This design comes from an exercise in tuning for small area and few clock cycles on the open sky130 flow, not from production work.
In this exercise RTL edits were held to simulation tests only and were not proved equivalent to the original.
In run 5 the design's own scripts or RTL, not TritonCTS, make the clock network.
The flow treats the clock pin as an ideal source. Dropping or thinning the clock tree relies on that and would not hold on a real chip.
Power figures rest on the tool's default switching activity, not on a simulated workload.

<file path="design/flow/config.mk">
export PLATFORM = sky130hd
export DESIGN_NAME = osc2midi_bridge
export DESIGN_NICKNAME = osc2midi_bridge
export VERILOG_FILES = /design/flow/design.v
export SDC_FILE = /design/flow/constraint.sdc
export NUM_CORES = 4
export LEC_CHECK = 0
export ABC_AREA = 1
export CAP_MARGIN = 20
export CORE_MARGIN = 2
export CORE_UTILIZATION = 40
export SLEW_MARGIN = 20
</file>
<file path="design/flow/constraint.sdc">
create_clock -name core_clock -period 6.0 [get_ports {clk}]
set_input_delay 1.2000 -clock core_clock [delete_from_list [all_inputs] [get_ports {clk}]]
set_output_delay 1.2000 -clock core_clock [all_outputs]
set_load 0.01 [all_outputs]
</file>
<file path="design/flow/design.v">
module osc2midi_decoder (
    input  wire        clk,
    input  wire        rst,
    input  wire        strobe,      
    input  wire [7:0]  in_byte,
    output reg         emit,        
    output reg  [31:0] pkt
);
    reg [7:0] rs;                   
    reg [6:0] b1;                   
    reg [1:0] n;                    
    reg       sx;                   
    wire [7:0] b = in_byte;
    reg [1:0] exp_cnt;
    always @(*) begin
        case (rs[7:4])
            4'h8, 4'h9, 4'hA, 4'hB, 4'hE: exp_cnt = 2'd2;
            4'hC, 4'hD:                   exp_cnt = 2'd1;
            4'hF: begin
                case (rs[3:0])
                    4'h1, 4'h3: exp_cnt = 2'd1;
                    4'h2:       exp_cnt = 2'd2;
                    default:    exp_cnt = 2'd0;
                endcase
            end
            default: exp_cnt = 2'd0;
        endcase
    end
    wire [3:0] cin = (rs[7:4] != 4'hF) ? rs[7:4] : (rs[1:0] == 2'b10) ? 4'h3 : 4'h2;
    wire is_rt     = (b[7:3] == 5'b11111);
    wire is_f7     = (b == 8'hF7);
    wire is_f0     = (b == 8'hF0);
    wire is_status = b[7] && !is_rt;
    wire is_f46    = (b[7:2] == 6'b111101) && (b[1:0] != 2'b11);
    wire is_data   = !b[7];
    always @(*) begin
        emit = 1'b0;
        pkt  = 32'h0;
        if (is_rt) begin
            emit = 1'b1;
            pkt  = {8'h0F, b, 16'h0000};
        end else if (is_f7) begin
            emit = sx;
            case (n)
                2'd0:    pkt = {8'h05, b, 16'h0000};
                2'd1:    pkt = {8'h06, rs, b, 8'h00};
                default: pkt = {8'h07, rs, 1'b0, b1, b};
            endcase
        end else if (is_f46) begin
            emit = 1'b1;
            pkt  = {8'h05, b, 16'h0000};
        end else if (is_data) begin
            if (sx) begin
                emit = (n == 2'd2);
                pkt  = {8'h04, rs, 1'b0, b1, b};
            end else if (exp_cnt == 2'd1) begin
                emit = 1'b1;
                pkt  = {4'h0, cin, rs, b, 8'h00};
            end else begin
                emit = (exp_cnt == 2'd2) && (n == 2'd2);
                pkt  = {4'h0, cin, rs, 1'b0, b1, b};
            end
        end
    end
    reg [1:0] n_d;
    always @(*) begin
        if (is_status)
            n_d = 2'd1;
        else if (is_rt)
            n_d = n;
        else if (sx)
            n_d = (n == 2'd2) ? 2'd0 : n + 2'd1;
        else
            n_d = (exp_cnt == 2'd2 && n == 2'd1) ? 2'd2 : 2'd1;
    end
    always @(posedge clk) begin
        if (rst) begin
            rs <= 8'h00;
            n  <= 2'd0;
            sx <= 1'b0;
        end else if (strobe) begin
            if (is_status || n == 2'd0)
                rs <= b;
            n <= n_d;
            if (is_status)
                sx <= is_f0;
        end
    end
    always @(posedge clk) begin
        if (strobe && n == 2'd1)
            b1 <= b[6:0];
    end
endmodule
module osc2midi_tx (
    input  wire       clk,
    input  wire       rst,
    input  wire       in_valid,
    output wire       in_ready,
    input  wire [7:0] in_byte,
    input  wire       in_bye,
    output wire       out_valid,
    input  wire       out_ready,
    output reg  [7:0] out_data,
    output wire       out_last
);
    reg        full;                
    reg        h_bye;               
    reg  [7:0] h_byte;              
    reg  [4:0] idx;                 
    wire        dec_emit;
    wire [31:0] dec_pkt;
    assign out_valid = full && (h_bye || dec_emit);
    assign out_last  = h_bye ? (idx == 5'd15) : (idx == 5'd30);
    wire done = full && (out_valid ? (out_ready && out_last) : 1'b1);
    assign in_ready = !full || done;
    osc2midi_decoder u_dec (
        .clk     (clk),
        .rst     (rst),
        .strobe  (done && !h_bye),
        .in_byte (h_byte),
        .emit    (dec_emit),
        .pkt     (dec_pkt)
    );
    function [7:0] hex_char(input [3:0] v);
        begin
            case (v)
                4'h0: hex_char = 8'h30;
                4'h1: hex_char = 8'h31;
                4'h2: hex_char = 8'h32;
                4'h3: hex_char = 8'h33;
                4'h4: hex_char = 8'h34;
                4'h5: hex_char = 8'h35;
                4'h6: hex_char = 8'h36;
                4'h7: hex_char = 8'h37;
                4'h8: hex_char = 8'h38;
                4'h9: hex_char = 8'h39;
                4'hA: hex_char = 8'h61;
                4'hB: hex_char = 8'h62;
                4'hC: hex_char = 8'h63;
                4'hD: hex_char = 8'h64;
                4'hE: hex_char = 8'h65;
                default: hex_char = 8'h66;
            endcase
        end
    endfunction
    reg [7:0] pbyte;
    always @(*) begin
        case (idx[2:1])
            2'd2:    pbyte = dec_pkt[31:24];
            2'd3:    pbyte = dec_pkt[23:16];
            2'd0:    pbyte = dec_pkt[15:8];
            default: pbyte = dec_pkt[7:0];
        endcase
    end
    wire [3:0] nib = idx[0] ? pbyte[3:0] : pbyte[7:4];
    always @(*) begin
        case (idx)
            5'd0:  out_data = 8'h2F;    
            5'd1:  out_data = 8'h6F;    
            5'd2:  out_data = 8'h73;    
            5'd3:  out_data = 8'h63;    
            5'd4:  out_data = 8'h32;    
            5'd5:  out_data = 8'h6D;    
            5'd6:  out_data = 8'h69;    
            5'd7:  out_data = 8'h64;    
            5'd8:  out_data = 8'h69;    
            5'd9:  out_data = 8'h2F;    
            5'd10: out_data = h_bye ? 8'h62 : 8'h65;    
            5'd11: out_data = h_bye ? 8'h79 : 8'h76;    
            5'd12: out_data = 8'h65;    
            5'd13: out_data = h_bye ? 8'h00 : 8'h6E;    
            5'd14: out_data = h_bye ? 8'h00 : 8'h74;    
            5'd16: out_data = 8'h2C;    
            5'd17: out_data = 8'h73;    
            5'd20, 5'd21, 5'd22, 5'd23,
            5'd24, 5'd25, 5'd26, 5'd27: out_data = hex_char(nib);
            default: out_data = 8'h00;
        endcase
    end
    always @(posedge clk) begin
        if (rst)
            full <= 1'b0;
        else if (in_ready)
            full <= in_valid;
    end
    always @(posedge clk) begin
        if (in_ready && in_valid) begin
            h_bye  <= in_bye;
            h_byte <= in_byte;
        end
    end
    always @(posedge clk) begin
        if (!out_valid || done)
            idx <= 5'd0;
        else if (out_ready)
            idx <= idx + 5'd1;
    end
endmodule
module osc2midi_rx (
    input  wire       clk,
    input  wire       rst,
    input  wire       rx_valid,
    output wire       rx_ready,
    input  wire [7:0] rx_data,
    input  wire       rx_last,
    output wire       mo_valid,
    input  wire       mo_ready,
    output reg  [7:0] mo_data,
    output wire       mo_bye
);
    reg [4:0]  cnt;                 
    reg        alive;               
    reg        kind;                
    reg [1:0]  len;                 
    reg [23:0] val;                 
    reg        o_act;               
    reg        o_bye;               
    reg [1:0]  o_idx;               
    assign rx_ready = !(o_act && alive && (cnt[4] || cnt[3:0] == 4'd15));
    wire accept = rx_valid && rx_ready;
    assign mo_valid = o_act;
    assign mo_bye   = o_bye;
    always @(*) begin
        case (o_idx)
            2'd0:    mo_data = val[23:16];
            2'd1:    mo_data = val[15:8];
            default: mo_data = val[7:0];
        endcase
    end
    reg [7:0] pfx;
    always @(*) begin
        case (cnt)
            5'd0:  pfx = 8'h2F;
            5'd1:  pfx = 8'h6F;
            5'd2:  pfx = 8'h73;
            5'd3:  pfx = 8'h63;
            5'd4:  pfx = 8'h32;
            5'd5:  pfx = 8'h6D;
            5'd6:  pfx = 8'h69;
            5'd7:  pfx = 8'h64;
            5'd8:  pfx = 8'h69;
            5'd9:  pfx = 8'h2F;
            5'd11: pfx = kind ? 8'h76 : 8'h79;
            5'd12: pfx = 8'h65;
            5'd13: pfx = kind ? 8'h6E : 8'h00;
            5'd14: pfx = kind ? 8'h74 : 8'h00;
            5'd16: pfx = 8'h2C;
            5'd17: pfx = 8'h73;
            default: pfx = 8'h00;
        endcase
    end
    wire       is_dig = (rx_data[7:4] == 4'h3) && (rx_data[3:0] <= 4'd9);
    wire       is_let = (rx_data[7:6] == 2'b01) && (rx_data[4:3] == 2'b00) &&
                        (rx_data[2:0] != 3'd0) && (rx_data[2:0] != 3'd7);
    wire       ch_ok  = is_dig || is_let;
    reg  [3:0] ch_val;
    always @(*) begin
        case ({rx_data[6], rx_data[2:0]})
            4'b1001: ch_val = 4'hA;
            4'b1010: ch_val = 4'hB;
            4'b1011: ch_val = 4'hC;
            4'b1100: ch_val = 4'hD;
            4'b1101: ch_val = 4'hE;
            4'b1110: ch_val = 4'hF;
            default: ch_val = rx_data[3:0];
        endcase
    end
    wire in_hex = cnt[4] && (cnt[3] || cnt[2]);         
    wire is_b10 = (rx_data == 8'h65) || (rx_data == 8'h62);
    wire match  = in_hex ? ch_ok : (cnt == 5'd10) ? is_b10 : (rx_data == pfx);
    reg [1:0] cin_len;
    always @(*) begin
        case (ch_val)
            4'h0, 4'h1:             cin_len = 2'd0;
            4'h2, 4'h6, 4'hC, 4'hD: cin_len = 2'd2;
            4'h5, 4'hF:             cin_len = 2'd1;
            default:                cin_len = 2'd3;
        endcase
    end
    wire ok      = alive && match;
    wire fin_bye = ok && !kind && (cnt == 5'd15);
    wire fin_ev  = ok && (cnt == 5'd27) && (len != 2'd0);
    always @(posedge clk) begin
        if (rst) begin
            cnt   <= 5'd0;
            alive <= 1'b1;
        end else if (accept) begin
            if (rx_last) begin
                cnt   <= 5'd0;
                alive <= 1'b1;
            end else begin
                cnt   <= cnt + 5'd1;
                alive <= ok && !(cnt == 5'd27) && !fin_bye;
            end
        end
    end
    always @(posedge clk) begin
        if (accept && cnt == 5'd10)
            kind <= rx_data[0];
        if (accept && alive && cnt == 5'd21)
            len <= cin_len;
        if (accept && alive && in_hex && (cnt[3] || cnt[1]))       
            val <= {val[19:0], ch_val};
    end
    always @(posedge clk) begin
        if (rst) begin
            o_act <= 1'b0;
        end else if (accept && (fin_bye || fin_ev)) begin
            o_act <= 1'b1;
        end else if (mo_ready && (o_bye || o_idx == len - 2'd1)) begin
            o_act <= 1'b0;
        end
    end
    always @(posedge clk) begin
        if (accept && (fin_bye || fin_ev)) begin
            o_bye <= fin_bye;
            o_idx <= 2'd0;
        end else if (mo_ready) begin
            o_idx <= o_idx + 2'd1;
        end
    end
endmodule
module osc2midi_bridge (
    input  wire       clk,
    input  wire       rst,
    input  wire       in_valid,
    output wire       in_ready,
    input  wire [7:0] in_byte,
    input  wire       in_bye,
    output wire       out_valid,
    input  wire       out_ready,
    output wire [7:0] out_data,
    output wire       out_last,
    input  wire       rx_valid,
    output wire       rx_ready,
    input  wire [7:0] rx_data,
    input  wire       rx_last,
    output wire       mo_valid,
    input  wire       mo_ready,
    output wire [7:0] mo_data,
    output wire       mo_bye
);
    osc2midi_tx u_tx (
        .clk       (clk),
        .rst       (rst),
        .in_valid  (in_valid),
        .in_ready  (in_ready),
        .in_byte   (in_byte),
        .in_bye    (in_bye),
        .out_valid (out_valid),
        .out_ready (out_ready),
        .out_data  (out_data),
        .out_last  (out_last)
    );
    osc2midi_rx u_rx (
        .clk      (clk),
        .rst      (rst),
        .rx_valid (rx_valid),
        .rx_ready (rx_ready),
        .rx_data  (rx_data),
        .rx_last  (rx_last),
        .mo_valid (mo_valid),
        .mo_ready (mo_ready),
        .mo_data  (mo_data),
        .mo_bye   (mo_bye)
    );
endmodule
</file>
<file path="design/flow/flow/run.sh">
#!/bin/bash
# Own layout flow: the standard synthesis, its combinational logic re-mapped
# for area (registers untouched), then the standard layout steps.
set -euo pipefail
HERE=$(pwd)
R=$HERE/orfs/results/$FLOW_PLATFORM/osc2midi_bridge/base
YOSYS=$FLOW_HOME/../tools/install/yosys/bin/yosys
[[ -x $YOSYS ]] || YOSYS=yosys

bash standard.sh synth > "$HERE/std_synth.log" 2>&1

LIB=$FLOW_HOME/platforms/$FLOW_PLATFORM/lib/sky130_fd_sc_hd__tt_025C_1v80.lib
DU=""
for c in $(sed -n '/^export DONT_USE_CELLS/,/^$/p' $FLOW_HOME/platforms/$FLOW_PLATFORM/config.mk | tr -d '\\' | sed 's/export DONT_USE_CELLS += //'); do
  DU="$DU -dont_use $c"
done
cp "$R/1_2_yosys.v" "$HERE/std_netlist.v"
LIB=$LIB NETLIST_IN=$HERE/std_netlist.v NETLIST_OUT=$HERE/reabc_netlist.v TOP=$FLOW_TOP \
  ABC_SCRIPT=$HERE/flow/reabc.abc DONT_USE_ARGS="$DU" \
  $YOSYS -c flow/reabc.tcl > "$HERE/reabc.log" 2>&1
cp "$HERE/reabc_netlist.v" "$R/1_2_yosys.v"
rm -f "$R/1_synth.odb" "$R/1_synth.sdc"

# port buffers: the smallest buffer; clock tree: few strong buffers, no dummy loads
export BUFFER_PORTS_ARGS="-buffer_cell sky130_fd_sc_hd__buf_1"
export CTS_ARGS="$(cat flow/cts_args.txt)"
bash standard.sh finish > "$HERE/std_finish.log" 2>&1
</file>
<file path="design/flow/flow/cts_args.txt">
-repair_clock_nets -dont_use_dummy_load -buf_list sky130_fd_sc_hd__clkbuf_16 -sink_clustering_size 80 -sink_clustering_max_diameter 500 -sink_clustering_levels 1
</file>
<file path="design/flow/flow/reabc.abc">
strash
dc2
dch -f
map -a
</file>
<file path="design/flow/flow/reabc.tcl">
# Re-map the combinational logic of the standard synthesis netlist for area.
# Flip-flops (and tie cells) are kept as they are, with their names.
yosys read_liberty -ignore_miss_func -overwrite $::env(LIB)
yosys read_verilog -overwrite $::env(NETLIST_IN)
yosys hierarchy -top $::env(TOP)
yosys setattr -mod -set keep_hierarchy 1 sky130_fd_sc_hd__*df* sky130_fd_sc_hd__*dl* sky130_fd_sc_hd__conb_1
yosys flatten
yosys opt_clean
yosys abc -script $::env(ABC_SCRIPT) -liberty $::env(LIB) {*}$::env(DONT_USE_ARGS)
yosys opt_clean -purge
yosys hilomap -singleton -hicell sky130_fd_sc_hd__conb_1 HI -locell sky130_fd_sc_hd__conb_1 LO
yosys splitnets
yosys opt_clean -purge
yosys insbuf -buf sky130_fd_sc_hd__buf_4 A X
yosys select $::env(TOP)
yosys stat -liberty $::env(LIB)
yosys write_verilog -noattr -noexpr -nohex -nodec -selected $::env(NETLIST_OUT)
</file>
<file path="design/flow/standard.sh">
#!/bin/bash
# synth_recipe.tcl (not shown) runs the flow's synth.tcl, then flattens the netlist and writes it again
# the make line also repeats each setting of config.mk as NAME=value (left out here)
make -C /OpenROAD-flow-scripts/flow DESIGN_CONFIG=/design/flow/config.mk WORK_HOME=/design/flow/orfs CLKGATE_MAP_FILE= SYNTH_SCRIPT=/design/flow/synth_recipe.tcl "${@:-finish}"
</file>
==> impl_metrics.env, run 1 <==
export IMPL_clk_pin_slew_ns=0.06
export IMPL_place_gp_congestion=0.938
export IMPL_hold_depth=0
export IMPL_cts_sinks=70
export IMPL_avgSynthCellArea_um2=7.66
export IMPL_cp_startpoint="u_tx.u_dec.rs[6]$_SDFFE_PP0P_"
export IMPL_relSlewSlack=0.327
export IMPL_rsz0062_at_grt="no"
export IMPL_die_y_um=105
export IMPL_start_util=0.413
export IMPL_place_ws_ns=1.36
export IMPL_drc=0
export IMPL_crit_fanout=7
export IMPL_critPathTopFamily="simple AND/OR/NAND/NOR gates"
export IMPL_crit_type="reg -> out"
export IMPL_grt_pass1_wl_mm=18.6
export IMPL_cts_setup_buffers=0
export IMPL_wl_per_cell_um=15.7
export IMPL_synthesis_nets=553
export IMPL_hp_class="reg -> reg"
export IMPL_die_area_mm2=0.0110
export IMPL_critPathCaptureType="output port"
export IMPL_fin_crit_sh=0.842
export IMPL_endpoint="out_data[3]"
export IMPL_port_buffers=44
export IMPL_root_buffer="clkbuf_16"
export IMPL_antenna_found_initial=0
export IMPL_num_vias=4084
export IMPL_hpwl_mm=8.53
export IMPL_cap_viol_max_count=0
export IMPL_rows=36
export IMPL_drtAntennaViolNets=0
export IMPL_r2r_end="u_rx.o_bye$_DFFE_PP_"
export IMPL_clock_path_buffers=2
export IMPL_area_growth_pct=14.4
export IMPL_path_cells="clkinv_1, nor2_1, clkinv_1, nor2_1, a31oi_1, nor3_1, nor2_1, nor2_1, clkinv_1, a22oi_1, o31ai_1, a21oi_1, nand4_1, o2111ai_1, buf_1"
export IMPL_core_area_mm2=0.00982
export IMPL_h_tree_depth=3
export IMPL_cts_buffers=9
export IMPL_wl_mm=11.3
export IMPL_rrSetupSlack_ns=2.15
export IMPL_setup_violations=0
export IMPL_synth_cells=529
export IMPL_die_w_um=105
export IMPL_fmax_mhz=198
export IMPL_io_pins=46
export IMPL_period_minus_slack_ns=5.05
export IMPL_slowest_stage="dfxtp_1"
export IMPL_power_leakage_nw=1.48
export IMPL_grt_ovfl_total=0
export IMPL_worst_endpoint_required_ns=4.80
export IMPL_fin_ws_ns=0.951
export IMPL_path_depth=15
export IMPL_antenna_cells=0
export IMPL_setup_worst_path_start_class="flip-flop"
export IMPL_setup_tns_ns=0
export IMPL_drtIter0Drc=398
export IMPL_ff2ff_path_depth=12
export IMPL_grt_pass1_vias=3757
export IMPL_power_density_mw_per_mm2=247
export IMPL_syn_area_mm2=0.00405
export IMPL_viasPerCell=5.70
export IMPL_ctsHoldBuffers=0
export IMPL_final_nets=609
export IMPL_crit_top_cell="nor2_1"
export IMPL_crit_arrival_ns=3.85
export IMPL_first_pass_iters=5
export IMPL_grt_max_degree=16
export IMPL_status="complete, no violations"
export IMPL_drive_above_1_share=0.0274
export IMPL_fin_skew_ns=0.0187
export IMPL_worst_path_largest_cell_delay_ns=0.39
export IMPL_r2r_start="u_rx.cnt[4]$_SDFFE_PP0P_"
export IMPL_p_total_mw=1.15
export IMPL_ctsResizeCount=0
export IMPL_tightest_slew_ns=1.01
export IMPL_yosysWarningCount=3
export IMPL_grtUsageTotal=0.209
export IMPL_ir_drop_uv=135
export IMPL_clk_latency_ns=0.34
export IMPL_slew_violations=0
export IMPL_cts_tree="built"
export IMPL_critPathBufInv=4
export IMPL_hold_viol_final=0
==> worst min path at each step <==
stage	startpoint	end	slack, ns
after floorplan	u_rx.val[18]$_DFFE_PP_	u_rx.val[22]$_DFFE_PP_	0.43
after global placement	u_rx.val[13]$_DFFE_PP_	u_rx.val[17]$_DFFE_PP_	0.43
after detailed placement	u_rx.val[8]$_DFFE_PP_	u_rx.val[12]$_DFFE_PP_	0.44
after CTS	u_rx.val[13]$_DFFE_PP_	u_rx.val[17]$_DFFE_PP_	0.43
after global routing	u_rx.val[13]$_DFFE_PP_	u_rx.val[17]$_DFFE_PP_	0.46
final	u_rx.val[13]$_DFFE_PP_	u_rx.val[17]$_DFFE_PP_	0.43
==> layer usage <==
metal,global-route usage,vias to the layer above,part of all wire
met2,0.312,165,0.44
met4,0.0686,0,0.021
met5,0,-,0
met1,0.300,1891,0.48
li1,-,1999,-
met3,0.0474,29,0.068
==> layout make-up <==
cell class                 count  area, um^2
tap                          133         166
fill                        1015        5180
clock buffer                   9         225
sequential                    70        1840
multi-input combinational    367        1880
inverter                      91         342
timing repair buffer          46         188
==> worst register-to-register path, delay by kind of cell (launching register included) <==
kind	cells	cell delay (ns)
AOI/OAI and AO/OA	6	1.47
buffers and inverters	1	0.25
DFF	1	0.43
and+or+nand+nor	5	1.34
==> sequential cells by signal (all words and copies together) (netlist names), 2 cells and up <==
| signal | flops |
|---|---|
| u_tx.u_dec.b1 | 7 |
| u_tx.u_dec.n | 2 |
| u_tx.h_byte | 8 |
| u_rx.o_idx | 2 |
| u_rx.len | 2 |
| u_rx.val | 24 |
| u_rx.cnt | 5 |
| u_tx.u_dec.rs | 8 |
| u_tx.idx | 5 |
==> per-stage QoR <==
stage / hold WS (ns) / cells / instance area, um^2 / util
after floorplan: 0.427 / 529 / 4050 / -
after global placement: 0.430 / 706 / 4400 / 0.448
after detailed placement: 0.439 / 707 / 4410 / 0.449
after CTS: 0.433 / 716 / 4640 / 0.472
after global routing: 0.458 / 716 / 4640 / 0.472
final: 0.435 / 716 / 4640 / 0.472
==> power breakdown <==
| part | leakage [nW] | internal, mW | switching [mW] |
|---|---|---|---|
| combinational | 0.756 | 0.0517 | 0.107 |
| clock | 0.111 | 0.262 | 0.177 |
| sequential | 0.616 | 0.524 | 0.0259 |
| total | 1.48 | 0.838 | 0.310 |
==> placed cells by master (no fill, tap or decap), types with 15 or more instances in the layout <==
cell type    n
nor2_1     101
nand2_1     48
a22oi_1     15
o21ai_0     31
edfxtp_1    44
clkinv_1    91
buf_1       44
a21oi_1     38
nand3_1     28
dfxtp_1     26
nor3_1      33
Testbench counts, summed over its fixed seeds: cycles 106,080.
==> run 2: changes to the inputs <==
==> design/flow/flow/cts_args.txt (replaced) <==
-sink_clustering_enable -repair_clock_nets -dont_use_dummy_load -buf_list sky130_fd_sc_hd__clkbuf_4 sky130_fd_sc_hd__clkbuf_8
==> impl_metrics.env, run 2 <==
export IMPL_die_w_um=105
export IMPL_place_gp_congestion=0.938
export IMPL_yosysWarningCount=3
export IMPL_avgSynthCellArea_um2=7.66
export IMPL_rows=36
export IMPL_port_buffers=44
export IMPL_status="did not finish"
export IMPL_start_util=0.413
export IMPL_hpwl_mm=8.53
export IMPL_syn_area_mm2=0.00405
export IMPL_synthesis_nets=553
export IMPL_die_y_um=105
export IMPL_stop_stage="clock tree synthesis"
export IMPL_io_pins=46
export IMPL_synth_cells=529
export IMPL_error="[ERROR STA-0564] clock_tree_synthesis positional arguments not supported."
-- run 2: how the worst max path moves through the flow --
stage,from,end,slack (ns),cells after the start
detailed placement,u_tx.u_dec.rs[6]$_SDFFE_PP0P_,out_data[3],1.36,15
global placement,u_tx.u_dec.rs[6]$_SDFFE_PP0P_,out_data[3],1.27,15
floorplan,u_tx.u_dec.rs[6]$_SDFFE_PP0P_,out_data[3],2.17,14
-- run 2: power groups by stage --
stage | clock [mW] | combinational, mW | sequential, mW
floorplan | 0 | 0.107 | 0.550
global placement | 0 | 0.155 | 0.560
detailed placement | 0 | 0.156 | 0.560
-- run 2: metrics by stage --
stage | worst slack, ns | std cells | cell area (um^2)
2_1_floorplan | 2.17 | 529 | 4050
3_5_place_dp | 1.36 | 707 | 4410
3_3_place_gp | 1.27 | 706 | 4400
==> run 3: changes to the inputs <==
--- a/design/flow/flow/run.sh
+++ b/design/flow/flow/run.sh
@@ -24,4 +24,5 @@
 # port buffers: the smallest buffer; clock tree: few strong buffers, no dummy loads
 export BUFFER_PORTS_ARGS="-buffer_cell sky130_fd_sc_hd__buf_1"
 export CTS_ARGS="$(cat flow/cts_args.txt)"
+export PRE_CTS_TCL="$HERE/flow/pre_cts.tcl"
 bash standard.sh finish > "$HERE/std_finish.log" 2>&1
==> design/flow/flow/cts_args.txt (replaced) <==
-sink_clustering_enable -repair_clock_nets -dont_use_dummy_load -buf_list sky130_fd_sc_hd__clkbuf_16
==> design/flow/flow/pre_cts.tcl (new file) <==
# let one clock buffer drive more flip-flops, so the tree needs fewer
set_max_fanout 80 [current_design]
==> impl_metrics.env, run 3 <==
export IMPL_port_buffers=44
export IMPL_start_util=0.413
export IMPL_nFillCells=1015
export IMPL_tightest_slew_ns=1.01
export IMPL_antenna_cells=0
export IMPL_cts_tree="built"
export IMPL_relSlewSlack=0.327
export IMPL_io_pins=46
export IMPL_holdPathEnd="u_rx.val[17]$_DFFE_PP_"
export IMPL_place_area_mm2=0.00441
export IMPL_r2r_end="u_rx.o_bye$_DFFE_PP_"
export IMPL_core_area_mm2=0.00982
export IMPL_grt_pass1_vias=3757
export IMPL_num_vias=4084
export IMPL_place_ws_ns=1.36
export IMPL_fin_skew_ns=0.0187
export IMPL_grt_max_degree=16
export IMPL_final_nets=609
export IMPL_final_common_cell="nor2_1"
export IMPL_cts_setup_buffers=0
export IMPL_grtUsageTotal=0.209
export IMPL_reg_largest_list="u_rx.val: 24 flops, u_tx.h_byte: 8 flops, u_tx.u_dec.rs: 8 flops"
export IMPL_rsz0062_at_grt="no"
export IMPL_crit_fanout=7
export IMPL_clk_pin_slew_ns=0.06
export IMPL_fin_ws_ns=0.951
export IMPL_hpwl_mm=8.53
export IMPL_largest_reg_flops=24
export IMPL_grt_pass1_wl_mm=18.6
export IMPL_rows=36
export IMPL_ctsHoldBuffers=0
export IMPL_slew_violations=0
export IMPL_clk_latency_ns=0.34
export IMPL_first_pass_iters=5
export IMPL_syn_area_mm2=0.00405
export IMPL_hold_depth=0
export IMPL_drtAntennaViolNets=0
export IMPL_fin_crit_sh=0.842
export IMPL_setup_worst_path_start_class="flip-flop"
export IMPL_rrSetupSlack_ns=2.15
export IMPL_worst_endpoint_required_ns=4.80
export IMPL_worstHoldStart="u_rx.val[13]$_DFFE_PP_"
export IMPL_synthesis_nets=553
export IMPL_hold_viol_final=0
export IMPL_hold_slack_ns=0.435
export IMPL_setup_violations=0
export IMPL_cap_viol_max_count=0
export IMPL_cts_sinks=70
export IMPL_period_minus_slack_ns=5.05
export IMPL_synth_cells=529
export IMPL_yosysWarningCount=3
export IMPL_p_total_mw=1.15
export IMPL_power_density_mw_per_mm2=247
export IMPL_setup_tns_ns=0
export IMPL_antenna_found_initial=0
export IMPL_layout_common_cells="101 x nor2_1, 91 x clkinv_1, 48 x nand2_1"
export IMPL_ir_drop_uv=135
export IMPL_die_w_um=105
export IMPL_power_leakage_nw=1.48
export IMPL_finalNonFillerCells=716
export IMPL_r2r_start="u_rx.cnt[4]$_SDFFE_PP0P_"
export IMPL_final_core_util=0.472
export IMPL_die_area_mm2=0.0110
export IMPL_dp_cells=707
export IMPL_wl_mm=11.3
export IMPL_drive_above_1_share=0.0274
export IMPL_ctsResizeCount=0
export IMPL_drtIter0Drc=398
export IMPL_hp_class="reg -> reg"
export IMPL_critPathCaptureType="output port"
export IMPL_wl_per_cell_um=15.7
export IMPL_crit_type="reg -> out"
export IMPL_grt_ovfl_total=0
export IMPL_place_gp_congestion=0.938
export IMPL_viasPerCell=5.70
export IMPL_die_y_um=105
export IMPL_final_area_mm2=0.00464
export IMPL_area_growth_pct=14.4
export IMPL_drc=0
export IMPL_avgSynthCellArea_um2=7.66
export IMPL_crit_arrival_ns=3.85
export IMPL_status="complete, no violations"
export IMPL_fmax_mhz=198
export IMPL_ff2ff_path_depth=12
export IMPL_cts_buffers=9
export IMPL_top_register="u_rx.val"
run 3: layout make-up:
| type | count | area, um^2 | share of cell area |
|---|---|---|---|
| clock buffer | 9 | 225 | 0.0486 |
| inverter | 91 | 342 | 0.0736 |
| tap | 133 | 166 | 0.0359 |
| timing repair buffer | 46 | 188 | 0.0405 |
| multi-input combinational | 367 | 1880 | 0.404 |
| sequential | 70 | 1840 | 0.397 |
run 3: routing by layer:
layer / part of all wire / wire, um / vias to the layer above / track usage
met1: 0.48 / 5350 / 1891 / 0.300
met2: 0.44 / 4900 / 165 / 0.312
met5: 0 / 0 / - / 0
met4: 0.021 / 236 / 0 / 0.0686
li1: - / - / 1999 / -
met3: 0.068 / 763 / 29 / 0.0474
run 3: worst max-delay path by stage:
stage,slack (ns),from,depth (start not counted),end
after floorplan,2.17,u_tx.u_dec.rs[6]$_SDFFE_PP0P_,14,out_data[3]
after global placement,1.27,u_tx.u_dec.rs[6]$_SDFFE_PP0P_,15,out_data[3]
after detailed placement,1.36,u_tx.u_dec.rs[6]$_SDFFE_PP0P_,15,out_data[3]
after CTS,0.99,u_tx.u_dec.rs[6]$_SDFFE_PP0P_,15,out_data[3]
after global routing,0.60,u_tx.u_dec.rs[6]$_SDFFE_PP0P_,15,out_data[4]
final,0.95,u_tx.u_dec.rs[6]$_SDFFE_PP0P_,15,out_data[3]
run 3: critical path, stage by stage (launching register included):
cell       delay [ns]
dfxtp_1          0.39
clkinv_1         0.12
nor2_1           0.16
clkinv_1         0.08
nor2_1           0.12
a31oi_1          0.09
nor3_1           0.30
nor2_1           0.12
nor2_1           0.39
clkinv_1         0.31
a22oi_1          0.27
o31ai_1          0.09
a21oi_1          0.37
nand4_1          0.25
o2111ai_1        0.27
buf_1            0.18
run 3: report_power, final:
group          internal [mW]  total [mW]  switching, mW  leakage, nW
sequential             0.524       0.550         0.0259        0.616
clock                  0.262       0.439          0.177        0.111
combinational         0.0517       0.158          0.107        0.756
total                  0.838        1.15          0.310         1.48
==> run 4: changes to the inputs <==
--- a/design/flow/flow/run.sh
+++ b/design/flow/flow/run.sh
@@ -21,8 +21,4 @@
 cp "$HERE/reabc_netlist.v" "$R/1_2_yosys.v"
 rm -f "$R/1_synth.odb" "$R/1_synth.sdc"
 
-# port buffers: the smallest buffer; clock tree: few strong buffers, no dummy loads
-export BUFFER_PORTS_ARGS="-buffer_cell sky130_fd_sc_hd__buf_1"
-export CTS_ARGS="$(cat flow/cts_args.txt)"
-export PRE_CTS_TCL="$HERE/flow/pre_cts.tcl"
 bash standard.sh finish > "$HERE/std_finish.log" 2>&1
removed: design/flow/flow/cts_args.txt
removed: design/flow/flow/pre_cts.tcl
==> impl_metrics.env, run 4 <==
export IMPL_worst_endpoint_required_ns=4.80
export IMPL_cts_setup_buffers=0
export IMPL_viasPerCell=5.63
export IMPL_die_area_mm2=0.0110
export IMPL_drive_above_1_share=0.0390
export IMPL_fin_ws_ns=0.481
export IMPL_syn_area_mm2=0.00405
export IMPL_final_common_cell="nor2_1"
export IMPL_holdPathEnd="u_rx.val[8]$_DFFE_PP_"
export IMPL_ctsResizeCount=0
export IMPL_hold_slack_ns=0.457
export IMPL_final_core_util=0.497
export IMPL_place_ws_ns=1.04
export IMPL_power_density_mw_per_mm2=229
export IMPL_grt_ovfl_total=0
export IMPL_top_register="u_rx.val"
export IMPL_cap_viol_max_count=0
export IMPL_route_met3_wl_um=692
export IMPL_worstHoldStart="u_rx.val[4]$_DFFE_PP_"
export IMPL_place_area_mm2=0.00469
export IMPL_critPathBufInv=4
export IMPL_path_cells="clkinv_1, nor2_1, clkinv_1, nor2_1, a31oi_1, nor3_1, nor2_1, nor2_1, clkinv_1, a22oi_1, o31ai_1, a21oi_1, nand4_1, o2111ai_1, clkdlybuf4s50_1"
export IMPL_pwr_share_clk=0.338
export IMPL_synthesis_nets=553
export IMPL_p_sw_frac=0.283
export IMPL_place_gp_congestion=1.01
export IMPL_met2_length_mm=5.06
export IMPL_cts_tree="built"
export IMPL_drc=0
export IMPL_start_util=0.413
export IMPL_hpwl_mm=8.73
export IMPL_worst_path_largest_cell_delay_ns=0.57
export IMPL_hold_viol_final=0
export IMPL_area_growth_pct=20.5
export IMPL_crit_type="reg -> out"
export IMPL_wl_per_cell_um=15.6
export IMPL_die_y_um=105
export IMPL_crit_top_cell="nor2_1"
export IMPL_tightest_slew_ns=0.963
export IMPL_wl_mm=11.2
export IMPL_ff2ff_path_depth=12
export IMPL_grt_max_degree=16
export IMPL_status="complete, no violations"
export IMPL_ir_drop_uv=131
export IMPL_layout_common_cells="101 x nor2_1, 91 x clkinv_1, 48 x nand2_1"
export IMPL_slew_violations=0
export IMPL_drtIter0Drc=225
export IMPL_met1_length_mm=5.32
export IMPL_relSlewSlack=0.355
export IMPL_io_pins=46
export IMPL_p_comb_frac=0.171
export IMPL_rrSetupSlack_ns=2.18
export IMPL_antenna_cells=0
export IMPL_hp_class="reg -> reg"
export IMPL_top_layer_used="met4"
export IMPL_p_int_uw=802
export IMPL_crit_fanout=7
export IMPL_fin_skew_ns=0.0107
export IMPL_drtAntennaViolNets=0
export IMPL_period_minus_slack_ns=5.52
export IMPL_final_nets=609
export IMPL_root_buffer="clkbuf_8"
export IMPL_p_total_mw=1.12
export IMPL_hold_depth=0
export IMPL_die_w_um=105
export IMPL_rsz0062_at_grt="no"
export IMPL_clock_path_buffers=2
export IMPL_setup_worst_path_start_class="flip-flop"
export IMPL_rows=36
export IMPL_seqPwrFrac=0.491
export IMPL_grt_pass1_vias=3727
export IMPL_ctsHoldBuffers=0
export IMPL_first_pass_iters=5
export IMPL_clk_pin_slew_ns=0.08
export IMPL_final_area_mm2=0.00488
export IMPL_r2r_start="u_rx.cnt[4]$_SDFFE_PP0P_"
export IMPL_cts_buffers=9
export IMPL_yosysWarningCount=3
export IMPL_port_buffers=44
export IMPL_core_area_mm2=0.00982
export IMPL_critPathTopFamily="simple AND/OR/NAND/NOR gates"
export IMPL_fin_crit_sh=0.920
export IMPL_cts_sinks=70
export IMPL_finalNonFillerCells=723
export IMPL_grtUsageTotal=0.205
export IMPL_reg_largest_list="u_rx.val: 24 flops, u_tx.h_byte: 8 flops, u_tx.u_dec.rs: 8 flops"
export IMPL_grt_pass1_wl_mm=18.2
export IMPL_clk_latency_ns=0.34
export IMPL_antenna_found_initial=0
export IMPL_switching_power_uw=317
export IMPL_num_vias=4073
export IMPL_setup_violations=0
export IMPL_critPathCaptureType="output port"
export IMPL_slowest_stage="clkdlybuf4s50_1"
export IMPL_crit_arrival_ns=4.32
export IMPL_h_tree_depth=3
export IMPL_synth_cells=529
export IMPL_r2r_end="u_rx.o_bye$_DFFE_PP_"
export IMPL_avgSynthCellArea_um2=7.66
export IMPL_dp_cells=707
export IMPL_fmax_mhz=181
export IMPL_largest_reg_flops=24
export IMPL_power_leakage_nw=1.59
export IMPL_setup_tns_ns=0
==> run 4: changes by cell type in the layout (fill, tap and decap cells not counted) <==
| cell | delta |
|---|---|
| bufinv_16 | +1 |
| buf_1 | -44 |
| clkinvlp_4 | +2 |
| inv_6 | +2 |
| clkinv_2 | +2 |
| clkbuf_8 | +9 |
| clkdlybuf4s50_1 | +44 |
| clkbuf_16 | -9 |
==> run 4: how the worst max path moves through the flow <==
stage                             startpoint  slack, ns  cells after the start          end
2_1_floorplan  u_tx.u_dec.rs[6]$_SDFFE_PP0P_       2.17                     14  out_data[3]
3_3_place_gp        u_tx.h_byte[5]$_DFFE_PP_       1.01                     16  out_data[3]
3_5_place_dp   u_tx.u_dec.rs[6]$_SDFFE_PP0P_       1.04                     15  out_data[4]
4_1_cts        u_tx.u_dec.rs[6]$_SDFFE_PP0P_       0.64                     15  out_data[4]
5_1_grt        u_tx.u_dec.rs[6]$_SDFFE_PP0P_       0.18                     15  out_data[3]
6_report       u_tx.u_dec.rs[4]$_SDFFE_PP0P_       0.48                     15  out_data[4]
==> run 4: final cells by class <==
cell class                      instances  area (um^2)
Fill cell                            1028         4930
Sequential cell                        70         1840
Timing Repair Buffer                   46          463
Clock buffer                            9          124
Clock inverter                          7         72.6
Tap cell                              133          166
Multi-Input combinational cell        367         1880
Inverter                               91          342
==> run 4: power by group through the flow <==
stage	logic (mW)	registers [mW]	clock network [mW]
2_1_floorplan	0.107	0.550	0
5_1_grt	0.211	0.552	0.409
3_5_place_dp	0.190	0.559	0
6_report	0.191	0.549	0.378
4_1_cts	0.191	0.548	0.389
3_3_place_gp	0.189	0.559	0
==> run 4: worst reg2reg max path: cells and delay by family, from the launching register on <==
| family | cells | cell delay, ns |
|---|---|---|
| and+or+nand+nor | 5 | 1.33 |
| DFF | 1 | 0.44 |
| AOI/OAI and AO/OA | 6 | 1.43 |
| buffers and inverters | 1 | 0.25 |
==> run 4: metal layers <==
metal / track usage / up-vias
li1: - / 1993
met4: 0.0610 / 0
met1: 0.288 / 1902
met3: 0.0443 / 19
met2: 0.317 / 159
met5: 0 / -
==> run 5: changes to the inputs <==
--- a/design/flow/flow/run.sh
+++ b/design/flow/flow/run.sh
@@ -21,4 +21,8 @@
 cp "$HERE/reabc_netlist.v" "$R/1_2_yosys.v"
 rm -f "$R/1_synth.odb" "$R/1_synth.sdc"
 
+# port buffers: the smallest buffer; clock tree: few strong buffers, no dummy loads
+export BUFFER_PORTS_ARGS="-buffer_cell sky130_fd_sc_hd__buf_1"
+export CTS_ARGS="$(cat flow/cts_args.txt)"
+export PRE_CTS_TCL="$HERE/flow/pre_cts.tcl"
 bash standard.sh finish > "$HERE/std_finish.log" 2>&1
==> design/flow/flow/cts_args.txt (new file) <==
-sink_clustering_enable -repair_clock_nets -dont_use_dummy_load -buf_list sky130_fd_sc_hd__clkbuf_16
==> design/flow/flow/pre_cts.tcl (new file) <==
# Clock tree for a small design: the flip-flops are split into four groups
# by location (median cuts in x, then in y); a leaf buffer at each group's
# centre drives its clock pins, and one root buffer, driven by the clock
# port, drives the four leaves. clock_tree_synthesis is then left with
# nothing to build.
set block [ord::get_db_block]
set db [ord::get_db]
set leaf_master [$db findMaster sky130_fd_sc_hd__clkbuf_8]
set root_master [$db findMaster sky130_fd_sc_hd__clkbuf_4]
set clknet [$block findNet clk]

set sinks {}
foreach it [$clknet getITerms] {
  set bb [[$it getInst] getBBox]
  lappend sinks [list $it [expr {([$bb xMin] + [$bb xMax]) / 2}] [expr {([$bb yMin] + [$bb yMax]) / 2}]]
}

proc split_half {items key} {
  set s [lsort -integer -index $key $items]
  set h [expr {[llength $s] / 2}]
  return [list [lrange $s 0 [expr {$h - 1}]] [lrange $s $h end]]
}

set groups {}
foreach half [split_half $sinks 1] {
  foreach q [split_half $half 2] {
    lappend groups $q
  }
}

set root [odb::dbInst_create $block $root_master clkbuf_root]
set rootnet [odb::dbNet_create $block clknet_root]
$rootnet setSigType CLOCK
[$root findITerm A] connect $clknet
[$root findITerm X] connect $rootnet

set k 0
set rx 0
set ry 0
foreach g $groups {
  set leaf [odb::dbInst_create $block $leaf_master clkbuf_leaf_$k]
  set net [odb::dbNet_create $block clknet_leaf_$k]
  $net setSigType CLOCK
  set sx 0
  set sy 0
  foreach s $g {
    set it [lindex $s 0]
    $it disconnect
    $it connect $net
    set sx [expr {$sx + [lindex $s 1]}]
    set sy [expr {$sy + [lindex $s 2]}]
  }
  set n [llength $g]
  [$leaf findITerm A] connect $rootnet
  [$leaf findITerm X] connect $net
  $leaf setLocation [expr {$sx / $n}] [expr {$sy / $n}]
  $leaf setPlacementStatus PLACED
  set rx [expr {$rx + $sx / $n}]
  set ry [expr {$ry + $sy / $n}]
  puts "clock leaf buffer $k drives $n sinks"
  incr k
}
$root setLocation [expr {$rx / $k}] [expr {$ry / $k}]
$root setPlacementStatus PLACED
global_connect

rename clock_tree_synthesis orig_clock_tree_synthesis
proc clock_tree_synthesis {args} {
  puts "clock_tree_synthesis skipped: clock buffers placed by pre_cts.tcl"
  set_propagated_clock [all_clocks]
}
==> impl_metrics.env, run 5 <==
export IMPL_crit_fanout=7
export IMPL_gr_usage_met1=0.298
export IMPL_final_area_mm2=0.00448
export IMPL_setup_tns_ns=0
export IMPL_grt_pass1_vias=3726
export IMPL_cap_viol_max_count=0
export IMPL_grt_met3_usage=0.0193
export IMPL_grt_use_met2=0.309
export IMPL_busiest_layer="met2"
export IMPL_crit_top_cell="nor2_1"
export IMPL_drtIter0Drc=384
export IMPL_hpwl_mm=8.53
export IMPL_nFillCells=1034
export IMPL_viasPerCell=5.66
export IMPL_crit_arrival_ns=3.92
export IMPL_rsz0062_at_grt="no"
export IMPL_setup_worst_path_start_class="flip-flop"
export IMPL_layout_common_cells="101 x nor2_1, 91 x clkinv_1, 48 x nand2_1"
export IMPL_fmax_mhz=195
export IMPL_slew_violations=0
export IMPL_wl_per_cell_um=15.8
export IMPL_power_density_mw_per_mm2=205
export IMPL_num_vias=4038
export IMPL_die_area_mm2=0.0110
export IMPL_path_cells="clkinv_1, nor2_1, clkinv_1, nor2_1, a31oi_1, nor3_1, nor2_1, nor2_1, clkinv_1, a22oi_1, o31ai_1, a21oi_1, nand4_1, o2111ai_1, buf_1"
export IMPL_grtUsageTotal=0.198
export IMPL_place_area_mm2=0.00441
export IMPL_io_pins=46
export IMPL_crit_type="reg -> out"
export IMPL_clk_pin_slew_ns=0.10
export IMPL_syn_area_mm2=0.00405
export IMPL_drc=0
export IMPL_start_util=0.413
export IMPL_final_nets=605
export IMPL_ctsHoldBuffers=0
export IMPL_drive_above_1_share=0.0207
export IMPL_setup_violations=0
export IMPL_grt_pass1_wl_mm=18.4
export IMPL_first_pass_iters=5
export IMPL_final_common_cell="nor2_1"
export IMPL_wl_mm=11.2
export IMPL_relSlewSlack=0.334
export IMPL_drtAntennaViolNets=0
export IMPL_ctsResizeCount=0
export IMPL_period_minus_slack_ns=5.12
export IMPL_status="complete, no violations"
export IMPL_avgSynthCellArea_um2=7.66
export IMPL_largest_reg_flops=24
export IMPL_yosysWarningCount=3
export IMPL_critPathCaptureType="output port"
export IMPL_place_gp_congestion=0.938
export IMPL_grt_ovfl_total=0
export IMPL_cts_setup_buffers=0
export IMPL_core_area_mm2=0.00982
export IMPL_reg_largest_list="u_rx.val: 24 flops, u_tx.h_byte: 8 flops, u_tx.u_dec.rs: 8 flops"
export IMPL_clk_latency_ns=0.39
export IMPL_synthesis_nets=553
export IMPL_slowest_stage="dfxtp_1"
export IMPL_top_register="u_rx.val"
export IMPL_hp_class="reg -> reg"
export IMPL_worst_endpoint_required_ns=4.80
export IMPL_tightest_slew_ns=0.996
export IMPL_final_core_util=0.456
export IMPL_die_w_um=105
export IMPL_grt_max_degree=19
export IMPL_worst_path_largest_cell_delay_ns=0.41
export IMPL_die_y_um=105
export IMPL_rows=36
export IMPL_port_buffers=44
export IMPL_fin_skew_ns=0.0125
export IMPL_power_leakage_nw=1.41
export IMPL_hold_viol_final=0
export IMPL_hold_slack_ns=0.458
export IMPL_antenna_found_initial=0
export IMPL_ir_drop_uv=88.4
export IMPL_synth_cells=529
export IMPL_area_growth_pct=10.5
export IMPL_fin_crit_sh=0.853
export IMPL_p_total_uw=917
## run 5: changes by cell type in the layout (fill, tap and decap cells not counted), sizes merged
cell,previous run,this run
clkbuf,9,5
buf,2,46
inv,2,0
clkinv,93,91
bufinv,1,0
clkdlybuf4s50,44,0
diode,0,1
clkinvlp,2,0
## run 5: power by group
group | total, mW | switching [mW] | internal, mW
logic | 0.158 | 0.107 | 0.0517
registers | 0.549 | 0.0259 | 0.523
clock network | 0.210 | 0.142 | 0.0686
total | 0.917 | 0.274 | 0.643
## run 5: layer usage
layer / routed length [um] / part of all wire
met1: 5400 / 0.48
met5: 0 / 0
met2: 4910 / 0.44
met4: 274 / 0.024
met3: 649 / 0.058
## run 5: final timing paths
| check | startpoint | to | slack [ns] | cells past startpoint |
|---|---|---|---|---|
| worst min-delay path | u_rx.val[13]$_DFFE_PP_ | u_rx.val[17]$_DFFE_PP_ | 0.46 | 0 |
| worst min register to register | u_rx.val[13]$_DFFE_PP_ | u_rx.val[17]$_DFFE_PP_ | 0.46 | 0 |
| worst max register to register | u_rx.cnt[4]$_SDFFE_PP0P_ | u_rx.o_bye$_DFFE_PP_ | 2.14 | 12 |
| worst max-delay path | u_tx.u_dec.rs[6]$_SDFFE_PP0P_ | out_data[3] | 0.88 | 15 |
## run 5: worst max-delay path, delay by kind of cell (launching register included)
kind | cells | cell delay (ns)
DFF | 1 | 0.41
buffers and inverters | 4 | 0.69
and+or+nand+nor | 6 | 1.34
AOI/OAI and AO/OA | 5 | 1.10
## run 5: cell type report
type / instances / area, um^2 / area share
inverters: 91 / 342 / 0.0763
flip-flops and latches: 70 / 1840 / 0.411
well taps: 133 / 166 / 0.0372
diodes: 1 / 2.50 / 0.000559
plain buffers: 5 / 62.6 / 0.0140
repair buffers: 46 / 188 / 0.0419
multi-input cells: 367 / 1880 / 0.419
## run 5: stage by stage
| stage | setup WS [ns] | cells |
|---|---|---|
| 3_3_place_gp | 1.27 | 706 |
| 5_1_grt | 0.507 | 712 |
| 4_1_cts | 0.897 | 712 |
| 3_5_place_dp | 1.36 | 707 |
| 6_report | 0.882 | 713 |
| 2_1_floorplan | 2.17 | 529 |
==> run 6: changes to the inputs <==
--- a/design/flow/design.v
+++ b/design/flow/design.v
@@ -106,12 +106,16 @@
     reg        full;                
     reg        h_bye;               
     reg  [7:0] h_byte;              
+    reg        o_bye;               
     reg  [4:0] idx;                 
     wire        dec_emit;
     wire [31:0] dec_pkt;
-    assign out_valid = full && (h_bye || dec_emit);
-    assign out_last  = h_bye ? (idx == 5'd15) : (idx == 5'd30);
-    wire done = full && (out_valid ? (out_ready && out_last) : 1'b1);
+    wire want = full && (h_bye || dec_emit);
+    assign out_valid = (idx != 5'd0) || want;
+    assign out_last  = o_bye ? (idx == 5'd15) : (idx == 5'd30);
+    wire xfer = out_valid && out_ready;
+    wire done = full && (h_bye    ? (idx == 5'd0 && out_ready) :
+                         dec_emit ? (idx == 5'd27 && out_ready) : 1'b1);
     assign in_ready = !full || done;
     osc2midi_decoder u_dec (
         .clk     (clk),
@@ -165,11 +169,11 @@
             5'd7:  out_data = 8'h64;    
             5'd8:  out_data = 8'h69;    
             5'd9:  out_data = 8'h2F;    
-            5'd10: out_data = h_bye ? 8'h62 : 8'h65;    
-            5'd11: out_data = h_bye ? 8'h79 : 8'h76;    
+            5'd10: out_data = o_bye ? 8'h62 : 8'h65;    
+            5'd11: out_data = o_bye ? 8'h79 : 8'h76;    
             5'd12: out_data = 8'h65;    
-            5'd13: out_data = h_bye ? 8'h00 : 8'h6E;    
-            5'd14: out_data = h_bye ? 8'h00 : 8'h74;    
+            5'd13: out_data = o_bye ? 8'h00 : 8'h6E;    
+            5'd14: out_data = o_bye ? 8'h00 : 8'h74;    
             5'd16: out_data = 8'h2C;    
             5'd17: out_data = 8'h73;    
             5'd20, 5'd21, 5'd22, 5'd23,
@@ -190,10 +194,14 @@
         end
     end
     always @(posedge clk) begin
-        if (!out_valid || done)
+        if (xfer && idx == 5'd0)
+            o_bye <= h_bye;
+    end
+    always @(posedge clk) begin
+        if (rst)
             idx <= 5'd0;
-        else if (out_ready)
-            idx <= idx + 5'd1;
+        else if (xfer)
+            idx <= out_last ? 5'd0 : idx + 5'd1;
     end
 endmodule
 module osc2midi_rx (
--- a/design/flow/flow/run.sh
+++ b/design/flow/flow/run.sh
@@ -15,14 +15,25 @@
   DU="$DU -dont_use $c"
 done
 cp "$R/1_2_yosys.v" "$HERE/std_netlist.v"
-LIB=$LIB NETLIST_IN=$HERE/std_netlist.v NETLIST_OUT=$HERE/reabc_netlist.v TOP=$FLOW_TOP \
-  ABC_SCRIPT=$HERE/flow/reabc.abc DONT_USE_ARGS="$DU" \
-  $YOSYS -c flow/reabc.tcl > "$HERE/reabc.log" 2>&1
-cp "$HERE/reabc_netlist.v" "$R/1_2_yosys.v"
+# a few randomised deep-synthesis runs side by side; keep the smallest
+for seed in 1 2 3 4; do
+  sed "s/@SEED@/$seed/" flow/reabc.abc.in > "$HERE/reabc_$seed.abc"
+  LIB=$LIB NETLIST_IN=$HERE/std_netlist.v NETLIST_OUT=$HERE/reabc_netlist_$seed.v TOP=$FLOW_TOP \
+    ABC_SCRIPT=$HERE/reabc_$seed.abc DONT_USE_ARGS="$DU" \
+    $YOSYS -c flow/reabc.tcl > "$HERE/reabc_$seed.log" 2>&1 &
+done
+wait
+best=""; best_area=""
+for seed in 1 2 3 4; do
+  a=$(grep -m1 "Chip area for module" "$HERE/reabc_$seed.log" | awk '{print $NF}' || true)
+  [[ -n "$a" && -s "$HERE/reabc_netlist_$seed.v" ]] || continue
+  if [[ -z "$best" ]] || awk "BEGIN{exit !($a < $best_area)}"; then best=$seed; best_area=$a; fi
+done
+echo "reabc: seed $best area $best_area" > "$HERE/reabc_choice.log"
+if [[ -n "$best" ]]; then cp "$HERE/reabc_netlist_$best.v" "$R/1_2_yosys.v"; fi
 rm -f "$R/1_synth.odb" "$R/1_synth.sdc"
 
 # port buffers: the smallest buffer; clock tree: few strong buffers, no dummy loads
 export BUFFER_PORTS_ARGS="-buffer_cell sky130_fd_sc_hd__buf_1"
 export CTS_ARGS="$(cat flow/cts_args.txt)"
-export PRE_CTS_TCL="$HERE/flow/pre_cts.tcl"
 bash standard.sh finish > "$HERE/std_finish.log" 2>&1
==> design/flow/flow/cts_args.txt (replaced) <==
-sink_clustering_enable -repair_clock_nets -dont_use_dummy_load -buf_list sky130_fd_sc_hd__clkbuf_8
==> design/flow/flow/reabc.abc.in (new file) <==
strash
dc2
&get -n
&deepsyn -T 120 -S @SEED@
&put
dch -f
amap
removed: design/flow/flow/pre_cts.tcl
removed: design/flow/flow/reabc.abc
==> impl_metrics.env, run 6 <==
export IMPL_root_buffer="clkbuf_8"
export IMPL_antenna_cells=0
export IMPL_slew_violations=0
export IMPL_rrSetupSlack_ns=2.50
export IMPL_critPathTopFamily="compound AO/OA/AOI/OAI gates"
export IMPL_finalNonFillerCells=599
export IMPL_first_pass_iters=6
export IMPL_grtUsageTotal=0.199
export IMPL_clk_pin_slew_ns=0.08
export IMPL_critPathBufInv=1
export IMPL_r2r_start="u_rx.cnt[3]$_SDFFE_PP0P_"
export IMPL_synthesis_nets=460
export IMPL_cap_viol_max_count=0
export IMPL_largest_reg_flops=24
export IMPL_setup_worst_path_start_class="flip-flop"
export IMPL_path_depth=16
export IMPL_num_vias=3469
export IMPL_avgSynthCellArea_um2=8.57
export IMPL_grt_max_degree=25
export IMPL_reg_largest_list="u_rx.val: 24 flops, u_tx.h_byte: 8 flops, u_tx.u_dec.rs: 8 flops"
export IMPL_clk_latency_ns=0.35
export IMPL_port_buffers=44
export IMPL_critPathCaptureType="output port"
export IMPL_place_gp_congestion=0.932
export IMPL_yosysWarningCount=3
export IMPL_tightest_slew_ns=1.08
export IMPL_synth_cells=436
export IMPL_ctsResizeCount=0
export IMPL_rsz0062_at_grt="no"
export IMPL_fin_skew_ns=0.0141
export IMPL_setup_violations=0
export IMPL_cts_tree="built"
export IMPL_die_area_mm2=0.0101
export IMPL_nFillCells=921
export IMPL_power_density_mw_per_mm2=250
export IMPL_cp_startpoint="u_tx.h_byte[7]$_DFFE_PP_"
export IMPL_grt_ovfl_total=0
export IMPL_dp_cells=590
export IMPL_viasPerCell=5.79
export IMPL_fmax_mhz=184
export IMPL_hold_viol_final=0
export IMPL_drc=0
export IMPL_die_w_um=101
export IMPL_crit_fanout=7
export IMPL_drtIter0Drc=341
export IMPL_r2r_end="u_rx.o_bye$_DFFE_PP_"
export IMPL_worst_path_largest_cell_delay_ns=0.62
export IMPL_power_leakage_nw=1.30
export IMPL_drtAntennaViolNets=0
export IMPL_grt_pass1_vias=3136
export IMPL_io_pins=46
export IMPL_core_area_mm2=0.00915
export IMPL_hold_depth=0
export IMPL_hp_class="reg -> reg"
export IMPL_crit_type="reg -> out"
export IMPL_ff2ff_path_depth=15
export IMPL_wl_per_cell_um=16.2
export IMPL_slowest_stage="o21ai_0"
export IMPL_drive_above_1_share=0.0205
export IMPL_crit_arrival_ns=4.23
export IMPL_antenna_found_initial=0
export IMPL_period_minus_slack_ns=5.43
export IMPL_rows=35
export IMPL_cts_setup_buffers=0
export IMPL_relSlewSlack=0.276
export IMPL_ir_drop_uv=93.2
export IMPL_final_nets=514
export IMPL_final_common_cell="nor2_1"
export IMPL_status="complete, no violations"
export IMPL_area_growth_pct=11.4
export IMPL_worst_endpoint_required_ns=4.80
export IMPL_top_register="u_rx.val"
export IMPL_ctsHoldBuffers=0
export IMPL_clock_path_buffers=2
export IMPL_start_util=0.408
export IMPL_fin_ws_ns=0.572
export IMPL_final_area_mm2=0.00417
export IMPL_fin_crit_sh=0.905
export IMPL_hpwl_mm=7.26
export IMPL_cts_buffers=9
export IMPL_grt_pass1_wl_mm=15.7
export IMPL_syn_area_mm2=0.00374
export IMPL_h_tree_depth=3
export IMPL_wl_mm=9.71
export IMPL_place_ws_ns=1.06
export IMPL_die_y_um=101
export IMPL_endpoint="out_data[1]"
export IMPL_cts_sinks=71
export IMPL_layout_common_cells="88 x nor2_1, 71 x clkinv_1, 45 x edfxtp_1"
export IMPL_path_cells="nand4_1, nor2_1, nand4_1, o21ai_0, a21oi_1, o21ai_0, o21ai_0, a2111oi_0, a41oi_1, nor2_1, nor2_1, nand2_1, or2_0, a21boi_0, o2111ai_1, buf_1"
export IMPL_setup_tns_ns=0
export IMPL_place_area_mm2=0.00404
run 6: per-layer routing:
metal | routed length (um) | vias up | track usage
met1 | 4630 | 1589 | 0.285
met2 | 4230 | 155 | 0.294
met3 | 695 | 19 | 0.0444
met4 | 161 | 0 | 0.0706
met5 | 0 | - | 0
li1 | - | 1706 | -
run 6: layout make-up:
class	instances	area [um^2]	area share
multi-input combinational	293	1600	0.384
clock buffer	9	124	0.0297
sequential	71	1870	0.449
tap	111	139	0.0333
inverter	71	267	0.0640
timing repair buffer	44	165	0.0396
run 6: how the worst min path moves through the flow:
stage	startpoint	to
2_1_floorplan	u_rx.val[9]$_DFFE_PP_	u_rx.val[13]$_DFFE_PP_
3_3_place_gp	u_rx.val[9]$_DFFE_PP_	u_rx.val[13]$_DFFE_PP_
6_report	u_rx.val[8]$_DFFE_PP_	u_rx.val[12]$_DFFE_PP_
3_5_place_dp	u_rx.val[12]$_DFFE_PP_	u_rx.val[16]$_DFFE_PP_
4_1_cts	u_rx.val[8]$_DFFE_PP_	u_rx.val[12]$_DFFE_PP_
5_1_grt	u_rx.val[8]$_DFFE_PP_	u_rx.val[12]$_DFFE_PP_
run 6: per-stage QoR:
step                      utilization  hold WS [ns]  power [mW]
after floorplan                     -         0.425       0.695
after global placement          0.441         0.428       0.759
after detailed placement        0.441         0.436       0.758
after CTS                       0.455         0.439        1.05
after global routing            0.455         0.458        1.10
final                           0.455         0.441        1.04
run 6: where the power goes:
part | total (mW) | switching, mW | internal [mW]
sequential | 0.563 | 0.0264 | 0.536
clock | 0.292 | 0.159 | 0.134
combinational | 0.188 | 0.123 | 0.0646
total | 1.04 | 0.308 | 0.735
Testbench counts of run 6, summed over its fixed seeds: cycles 103,773.
==> run 7: changes to the inputs <==
--- a/design/flow/flow/reabc.tcl
+++ b/design/flow/flow/reabc.tcl
@@ -6,7 +6,7 @@
 yosys setattr -mod -set keep_hierarchy 1 sky130_fd_sc_hd__*df* sky130_fd_sc_hd__*dl* sky130_fd_sc_hd__conb_1
 yosys flatten
 yosys opt_clean
-yosys abc -script $::env(ABC_SCRIPT) -liberty $::env(LIB) {*}$::env(DONT_USE_ARGS)
+yosys abc -script $::env(ABC_SCRIPT) -liberty $::env(LIB) {*}$::env(DONT_USE_ARGS) $::env(TOP)
 yosys opt_clean -purge
 yosys hilomap -singleton -hicell sky130_fd_sc_hd__conb_1 HI -locell sky130_fd_sc_hd__conb_1 LO
 yosys splitnets
==> impl_metrics.env, run 7 <==
export IMPL_grtUsageTotal=0.193
export IMPL_power_density_mw_per_mm2=244
export IMPL_largest_reg_flops=24
export IMPL_fmax_mhz=180
export IMPL_cap_viol_max_count=0
export IMPL_worstHoldStart="u_rx.val[7]$_DFFE_PP_"
export IMPL_path_cells="clkinv_1, nor4_1, nand3_1, clkinv_1, a22oi_1, nor2_1, a211oi_1, a41oi_1, nand2_1, a221oi_1, nor2_1, a221oi_1, nor2_1, nor2_1, clkinv_1, o221ai_1, buf_1"
export IMPL_setup_worst_path_start_class="flip-flop"
export IMPL_r2r_end="u_tx.u_dec.rs[2]$_SDFFE_PP0P_"
export IMPL_crit_fanout=7
export IMPL_rrSetupSlack_ns=2.21
export IMPL_cts_tree="built"
export IMPL_antenna_found_initial=0
export IMPL_ir_drop_uv=91.0
export IMPL_die_y_um=100
export IMPL_avgSynthCellArea_um2=8.81
export IMPL_grt_max_degree=25
export IMPL_hpwl_mm=7.19
export IMPL_die_area_mm2=0.0101
export IMPL_reg_largest_list="u_rx.val: 24 flops, u_tx.h_byte: 8 flops, u_tx.u_dec.rs: 8 flops"
export IMPL_crit_arrival_ns=4.35
export IMPL_critPathCaptureType="output port"
export IMPL_rsz0062_at_grt="no"
export IMPL_fin_skew_ns=0.0242
export IMPL_cts_setup_buffers=0
export IMPL_synth_cells=422
export IMPL_drive_above_1_share=0.0252
export IMPL_slew_violations=0
export IMPL_hp_class="reg -> reg"
export IMPL_first_pass_iters=5
export IMPL_place_gp_congestion=0.972
export IMPL_drtAntennaViolNets=0
export IMPL_r2r_start="u_tx.h_byte[7]$_DFFE_PP_"
export IMPL_final_nets=502
export IMPL_num_vias=3466
export IMPL_ctsResizeCount=0
export IMPL_h_tree_depth=3
export IMPL_fin_crit_sh=0.924
export IMPL_rows=35
export IMPL_holdPathEnd="u_rx.val[11]$_DFFE_PP_"
export IMPL_clk_pin_slew_ns=0.08
export IMPL_antenna_cells=0
export IMPL_cts_sinks=71
export IMPL_start_util=0.408
export IMPL_final_common_cell="nor2_1"
export IMPL_worst_endpoint_required_ns=4.80
export IMPL_wl_mm=9.35
export IMPL_place_area_mm2=0.00404
export IMPL_hold_depth=0
export IMPL_top_register="u_rx.val"
export IMPL_root_buffer="clkbuf_8"
export IMPL_relSlewSlack=0.385
export IMPL_final_area_mm2=0.00416
export IMPL_die_w_um=100
export IMPL_period_minus_slack_ns=5.55
export IMPL_syn_area_mm2=0.00372
export IMPL_hold_slack_ns=0.447
export IMPL_crit_type="reg -> out"
export IMPL_synthesis_nets=446
export IMPL_layout_common_cells="75 x nor2_1, 68 x clkinv_1, 45 x edfxtp_1"
export IMPL_grt_ovfl_total=0
export IMPL_wl_per_cell_um=15.9
export IMPL_clk_latency_ns=0.35
export IMPL_viasPerCell=5.90
export IMPL_clock_path_buffers=2
export IMPL_setup_tns_ns=0
export IMPL_grt_pass1_vias=3158
export IMPL_hold_viol_final=0
export IMPL_ff2ff_path_depth=15
export IMPL_dp_cells=578
export IMPL_crit_top_cell="nor2_1"
export IMPL_finalNonFillerCells=587
export IMPL_tightest_slew_ns=0.920
export IMPL_p_total_mw=1.01
export IMPL_power_leakage_nw=1.30
export IMPL_core_area_mm2=0.00911
export IMPL_status="complete, no violations"
export IMPL_ctsHoldBuffers=0
export IMPL_area_growth_pct=11.8
export IMPL_drc=0
export IMPL_slowest_stage="nor4_1"
export IMPL_port_buffers=44
export IMPL_yosysWarningCount=3
export IMPL_io_pins=46
export IMPL_cts_buffers=9
export IMPL_grt_pass1_wl_mm=15.2
export IMPL_setup_violations=0
export IMPL_worst_path_largest_cell_delay_ns=0.70
export IMPL_drtIter0Drc=216
run 7: cell count changes in the layout (fill, tap and decap cells not counted), sizes merged, moves of 4 or more:
cell,previous run,this run
nor4,2,6
nor2b,2,6
o31ai,0,5
nor3,25,18
a21oi,24,13
nor2,89,75
a211oi,9,13
or2,10,4
run 7: worst max-delay path: cells and delay by family (launching register included):
kind,cells,cell delay [ns]
simple gates,7,1.53
flops,1,0.40
buf+inv,4,0.62
compound gates,6,1.45
run 7: worst max-delay path by stage:
stage | from | to | slack, ns | depth (start not counted)
after global routing | u_tx.h_byte[7]$_DFFE_PP_ | out_data[3] | 0.08 | 17
after CTS | u_tx.h_byte[7]$_DFFE_PP_ | out_data[3] | 0.47 | 17
after floorplan | u_tx.h_byte[7]$_DFFE_PP_ | out_data[3] | 1.71 | 16
after detailed placement | u_tx.h_byte[7]$_DFFE_PP_ | out_data[3] | 0.86 | 17
after global placement | u_tx.h_byte[7]$_DFFE_PP_ | out_data[0] | 1.16 | 17
final | u_tx.h_byte[7]$_DFFE_PP_ | out_data[3] | 0.45 | 17
run 7: layout make-up:
| cell class | count | area (um^2) |
|---|---|---|
| Tap cell | 111 | 139 |
| Fill cell | 913 | 4950 |
| Sequential cell | 71 | 1870 |
| Multi-Input combinational cell | 282 | 1590 |
| Inverter | 68 | 255 |
| Clock buffer | 9 | 124 |
| Timing Repair Buffer | 46 | 180 |
run 7: metrics by stage:
step / setup slack, ns / utilization
finish: 0.454 / 0.457
global route: 0.0816 / 0.457
CTS: 0.473 / 0.457
detailed placement: 0.861 / 0.443
global placement: 1.16 / 0.443
floorplan: 1.71 / -
run 7: per-layer routing:
metal	wire length (um)	up-vias	GRT usage	share of wire
met5	0	-	0	0
li1	-	1684	-	-
met1	4260	1628	0.261	0.46
met2	4350	132	0.305	0.47
met3	545	22	0.0487	0.058
met4	189	0	0.0601	0.020
run 7: where the power goes:
group / internal [mW] / total [mW] / switching, mW
clock: 0.134 / 0.291 / 0.157
sequential: 0.535 / 0.558 / 0.0237
combinational: 0.0583 / 0.164 / 0.106
total: 0.727 / 1.01 / 0.286

port drivers added, routing unchanged:
How much do the figures lean on ideal ports? The routed layouts below were timed once more, with nothing changed but the port constraints.
Step 1, drivers: a clkbuf_16 drives clk and a buf_2 each remaining input, both assumed.
Step 2, shift: input delay + t, output delay - t, t = (earliest + latest rising clock arrival at the registers) / 2. This alone moves slack from input paths to output paths.
Three values: ideal, step 1, step 2; two values: the first two.
run | shift t [ns] | setup slack, ns | worst setup path after step 2 | worst register clock-pin slew, ns
run 1 | 0.362 | 0.951 / 0.914 / 1.277 | register to output | 0.06 / 0.06
run 3 | 0.362 | 0.951 / 0.914 / 1.277 | register to output | 0.06 / 0.06
run 4 | 0.371 | 0.481 / 0.447 / 0.819 | register to output | 0.08 / 0.08
run 5 | 0.418 | 0.882 / 0.850 / 1.268 | register to output | 0.11 / 0.11
run 6 | 0.373 | 0.572 / 0.540 / 0.913 | register to output | 0.08 / 0.08
run 7 | 0.369 | 0.454 / 0.423 / 0.793 | register to output | 0.08 / 0.08
After both steps setup and hold are still met in every run listed.
